From an optimization exercise on the open Yosys and OpenROAD flow, aimed at small area, a short achievable clock period and few clock cycles per item; shortcuts taken in it are not production practice. Where RTL was checked, it was by simulation tests only, not by an equivalence proof against the original. Power and IR drop assume default switching activity.

==> flow/design.v <==
module rm_decoder (
    input  wire       clk,
    input  wire       rst,
    input  wire       in_valid,
    input  wire [7:0] in_data,
    input  wire       in_eos,
    output wire       in_ready,
    output wire       out_valid,
    output wire [7:0] out_data,
    output wire       out_eos,
    input  wire       out_ready
);
    reg       h_v, h_eos;        
    reg [7:0] h_d;
    reg       s_v, s_eos;        
    reg [7:0] s_d;
    reg       rdy;               
    wire      pop;
    wire      push = in_valid & rdy;
    assign in_ready = rdy;
    always @(posedge clk) begin
        if (rst) begin
            h_v <= 1'b0;
            s_v <= 1'b0;
            rdy <= 1'b1;
        end else begin
            if (pop | ~h_v) begin
                h_v <= s_v | push;
                s_v <= 1'b0;
                rdy <= 1'b1;
            end else if (push) begin
                s_v <= 1'b1;
                rdy <= 1'b0;
            end
        end
    end
    always @(posedge clk) begin
        if (pop | ~h_v) begin
            h_d   <= s_v ? s_d   : in_data;
            h_eos <= s_v ? s_eos : in_eos;
        end
        if (rdy) begin
            s_d   <= in_data;
            s_eos <= in_eos;
        end
    end
    reg        st_cnt, st_val, st_mask, st_lit, st_skip;    
    reg [1:0]  mcnt;         
    reg [7:0]  ecount;       
    reg [7:0]  val;          
    reg        pend;         
    reg [7:0]  pv;           
    reg [31:0] filled;       
    reg [7:0]  buf_q [0:31];
    reg        rd;           
    reg [3:0]  sel_lo;
    reg [7:0]  sel_hi;
    reg        eos_pend;     
    reg        o_v, o_eos;
    reg [7:0]  o_d;
    wire       o_adv = ~o_v | out_ready;
    wire [31:0] below;       
    genvar g;
    integer i;
    assign below[0] = 1'b1;
    generate
        for (g = 1; g < 32; g = g + 1) begin : g_pre
            assign below[g] = &filled[g-1:0];
        end
    endgenerate
    wire [31:0] nxt_lit = ~filled & below;
    wire        all_filled = &filled;
    wire drain   = pend & ~rd;
    reg  [7:0]  free2_g, rdone_g;    
    wire mask_ok = ~drain & ((mcnt == 2'd3) ? ~pend : (~rd | rdone_g[{mcnt, 1'b1}]));
    reg  lit_ok_r;
    wire lit_ok  = ~drain & (~rd | lit_ok_r);
    wire [31:0] free2 = ~(filled | nxt_lit);     
    always @(*) begin
        for (i = 0; i < 8; i = i + 1) begin
            free2_g[i] = |free2[4*i +: 4];
            rdone_g[i] = |(sel_hi >> (i + 1));
        end
    end
    wire c_eos  = h_v & h_eos & ~eos_pend & ~(st_lit & all_filled);   
    wire h_dat  = h_v & ~h_eos;
    wire c_cnt  = h_dat & st_cnt;
    wire c_val  = h_dat & st_val;
    wire c_mask = h_dat & st_mask & mask_ok;
    wire c_lit  = h_dat & st_lit & lit_ok & ~all_filled;
    wire c_skip = h_dat & st_skip;
    assign pop  = c_eos | c_cnt | c_val | c_mask | c_lit | c_skip;
    wire one_left   = ~|free2;
    wire chunk_done = st_lit & ~eos_pend & ~rd & (all_filled | (c_lit & one_left));
    wire to_pend = c_mask & (mcnt == 2'd3) & rd;
    wire [31:0] m3_pos;      
    wire [31:0] pm_pos;      
    generate
        for (g = 0; g < 32; g = g + 1) begin : g_m3
            if (g < 24) begin : lo
                assign m3_pos[g] = 1'b0;
                assign pm_pos[g] = 1'b0;
            end else begin : hi
                assign m3_pos[g] = h_d[31 - g];
                assign pm_pos[g] = filled[g];
            end
        end
    endgenerate
    wire [7:0] wd = drain ? pv : st_lit ? h_d : val;
    reg [31:0] we;
    always @(*) begin
        for (i = 0; i < 32; i = i + 1)
            we[i] = (c_mask & ~to_pend & (mcnt == i[4:3]) & h_d[7 - i[2:0]]) | (c_lit & nxt_lit[i])
                  | (drain & pm_pos[i]);
    end
    always @(posedge clk) begin
        for (i = 0; i < 32; i = i + 1)
            if (we[i]) buf_q[i] <= wd;
    end
    always @(posedge clk) begin
        if (c_val) val <= h_d;
        if (c_cnt) begin
            filled <= 32'd0;
            ecount <= h_d;
            mcnt   <= 2'd0;
        end else begin
            if (c_mask | c_lit) filled <= filled | we | ({32{to_pend}} & m3_pos);
            if (c_mask) mcnt <= mcnt + 2'd1;
            if (c_mask & (mcnt == 2'd3)) ecount <= ecount - 8'd1;
        end
        lit_ok_r <= ~c_cnt & ~c_mask & (|(free2_g[5:0] & rdone_g[5:0]) | (~pend & free2_g[6] & rdone_g[6]));
        if (to_pend) begin
            pv <= val;
        end
    end
    always @(posedge clk) begin
        if (rst | c_eos)
            pend <= 1'b0;
        else if (to_pend)
            pend <= 1'b1;
        else if (drain)
            pend <= 1'b0;
    end
    wire cnt_ff = (h_d == 8'hFF);
    wire cnt_00 = (h_d == 8'h00);
    wire last_e = (ecount == 8'd1);
    always @(posedge clk) begin
        if (rst) begin
            st_cnt <= 1'b1; st_val <= 1'b0; st_mask <= 1'b0; st_lit <= 1'b0; st_skip <= 1'b0;
        end else if (c_eos | chunk_done) begin
            st_cnt <= 1'b1; st_val <= 1'b0; st_mask <= 1'b0; st_lit <= 1'b0; st_skip <= 1'b0;
        end else begin
            if (c_cnt) begin
                st_cnt  <= 1'b0;
                st_skip <= cnt_ff;
                st_lit  <= cnt_00;
                st_val  <= ~cnt_ff & ~cnt_00;
            end
            if (c_val) begin
                st_val  <= 1'b0;
                st_mask <= 1'b1;
            end
            if (c_mask & (mcnt == 2'd3)) begin
                st_mask <= 1'b0;
                st_lit  <= last_e;
                st_val  <= ~last_e;
            end
        end
    end
    always @(posedge clk) begin
        if (rst) begin
            rd  <= 1'b0;
            sel_lo <= 4'b0001;
            sel_hi <= 8'b00000001;
            o_v <= 1'b0;
            o_eos <= 1'b0;
            eos_pend <= 1'b0;
        end else begin
            if (chunk_done) rd <= 1'b1;
            if (c_eos) eos_pend <= 1'b1;
            if (o_adv) begin
                if (rd) begin
                    o_v   <= 1'b1;
                    o_eos <= 1'b0;
                    sel_lo <= {sel_lo[2:0], sel_lo[3]};
                    if (sel_lo[3]) sel_hi <= {sel_hi[6:0], sel_hi[7]};
                    if (sel_hi[7] & sel_lo[3]) rd <= 1'b0;
                end else if (eos_pend) begin
                    o_v   <= 1'b1;
                    o_eos <= 1'b1;
                    eos_pend <= 1'b0;
                end else begin
                    o_v   <= 1'b0;
                end
            end
        end
    end
    reg [7:0] rdata;
    always @(*) begin
        rdata = 8'd0;
        for (i = 0; i < 32; i = i + 1)
            rdata = rdata | ({8{sel_hi[i >> 2] & sel_lo[i & 3]}} & buf_q[i]);
    end
    always @(posedge clk) begin
        if (rst)
            o_d <= 8'd0;
        else if (o_adv & rd)
            o_d <= rdata;
    end
    assign out_valid = o_v;
    assign out_data  = o_d;
    assign out_eos   = o_eos;
endmodule
==> flow/config.mk <==
export PLATFORM = sky130hd
export DESIGN_NAME = rm_decoder
export DESIGN_NICKNAME = rm_decoder
export VERILOG_FILES = /design/flow/design.v
export SDC_FILE = /design/flow/constraint.sdc
export NUM_CORES = 4
export LEC_CHECK = 0
export CAP_MARGIN = 20
export CORE_MARGIN = 2
export CORE_UTILIZATION = 60
export CTS_BUF_LIST = sky130_fd_sc_hd__clkbuf_8
export CTS_CLUSTER_DIAMETER = 60
export CTS_CLUSTER_SIZE = 16
export SETUP_SLACK_MARGIN = 4.6
export SLEW_MARGIN = 20
export TNS_END_PERCENT = 5
==> flow/constraint.sdc <==
create_clock -name core_clock -period 7.0 [get_ports {clk}]
set_input_delay 1.4000 -clock core_clock [delete_from_list [all_inputs] [get_ports {clk}]]
set_output_delay 1.4000 -clock core_clock [all_outputs]
set_load 0.01 [all_outputs]
run.sh (not shown) runs the stock make flow with config.mk's settings and CLKGATE_MAP_FILE= SYNTH_SCRIPT=/design/flow/synth_recipe.tcl, a recipe that flattens the netlist after the stock synthesis.
Testbench counts at the start, summed over its fixed seeds: cycles 33,821, bytes 27,072.
Then changed:
--- a/flow/design.v
+++ b/flow/design.v
@@ -46,13 +46,13 @@
     end
     reg        st_cnt, st_val, st_mask, st_lit, st_skip;    
     reg [1:0]  mcnt;         
     reg [7:0]  ecount;       
     reg [7:0]  val;          
     reg        pend;         
-    reg [7:0]  pv;           
+    reg [7:0]  pv, pm;       
     reg [31:0] filled;       
     reg [7:0]  buf_q [0:31];
     reg        rd;           
     reg [3:0]  sel_lo;
     reg [7:0]  sel_hi;
     reg        eos_pend;     
@@ -99,13 +99,13 @@
         for (g = 0; g < 32; g = g + 1) begin : g_m3
             if (g < 24) begin : lo
                 assign m3_pos[g] = 1'b0;
                 assign pm_pos[g] = 1'b0;
             end else begin : hi
                 assign m3_pos[g] = h_d[31 - g];
-                assign pm_pos[g] = filled[g];
+                assign pm_pos[g] = pm[31 - g];
             end
         end
     endgenerate
     wire [7:0] wd = drain ? pv : st_lit ? h_d : val;
     reg [31:0] we;
     always @(*) begin
@@ -125,15 +125,16 @@
             mcnt   <= 2'd0;
         end else begin
             if (c_mask | c_lit) filled <= filled | we | ({32{to_pend}} & m3_pos);
             if (c_mask) mcnt <= mcnt + 2'd1;
             if (c_mask & (mcnt == 2'd3)) ecount <= ecount - 8'd1;
         end
-        lit_ok_r <= ~c_cnt & ~c_mask & (|(free2_g[5:0] & rdone_g[5:0]) | (~pend & free2_g[6] & rdone_g[6]));
+        lit_ok_r <= ~c_cnt & ~c_mask & |(free2_g & rdone_g);
         if (to_pend) begin
             pv <= val;
+            pm <= h_d;
         end
     end
     always @(posedge clk) begin
         if (rst | c_eos)
             pend <= 1'b0;
         else if (to_pend)
Wire length drops by a few percent.
Clock skew barely changes.
Global-route usage drops by 0.58 points.
Power climbs by a few percent.
Setup slack is worse by 0.014 ns.
Count of clock-buffer cells in the layout climbs by 1.
Sequential cell count climbs by 8.
Utilization drops by 0.96 points.
Design area climbs slightly.
Register-to-register slack is better by 0.04 ns.
Final cell count climbs slightly.
Function not checked in the second run of this note: the RTL went through the layout flow alone.

[re-timing with driven ports]
How much do the figures lean on ideal ports? The routed layouts below were timed once more, with nothing changed but the port constraints.
Step 1: set_driving_cell puts a clkbuf_16 on clk and a buf_2 on each other input, an assumption about the parent block.
Step 2 also shifts input and output timing later by t, the mid clock arrival at the registers, as if the neighbouring blocks saw the same clock.
Three values: ideal, step 1, step 2; two values: the first two.
run | t (ns) | setup WS [ns] | worst data-port slew with drivers (ns)
the first run | 0.639 | 4.514 / 4.470 / 3.909 | 0.03
the second run | 0.656 | 4.500 / 4.452 / 3.887 | 0.03
After both steps every run listed still meets setup and hold. For the second run, which loses most, drivers alone change the setup slack by -0.048 ns; drivers and shift together by -0.613 ns.
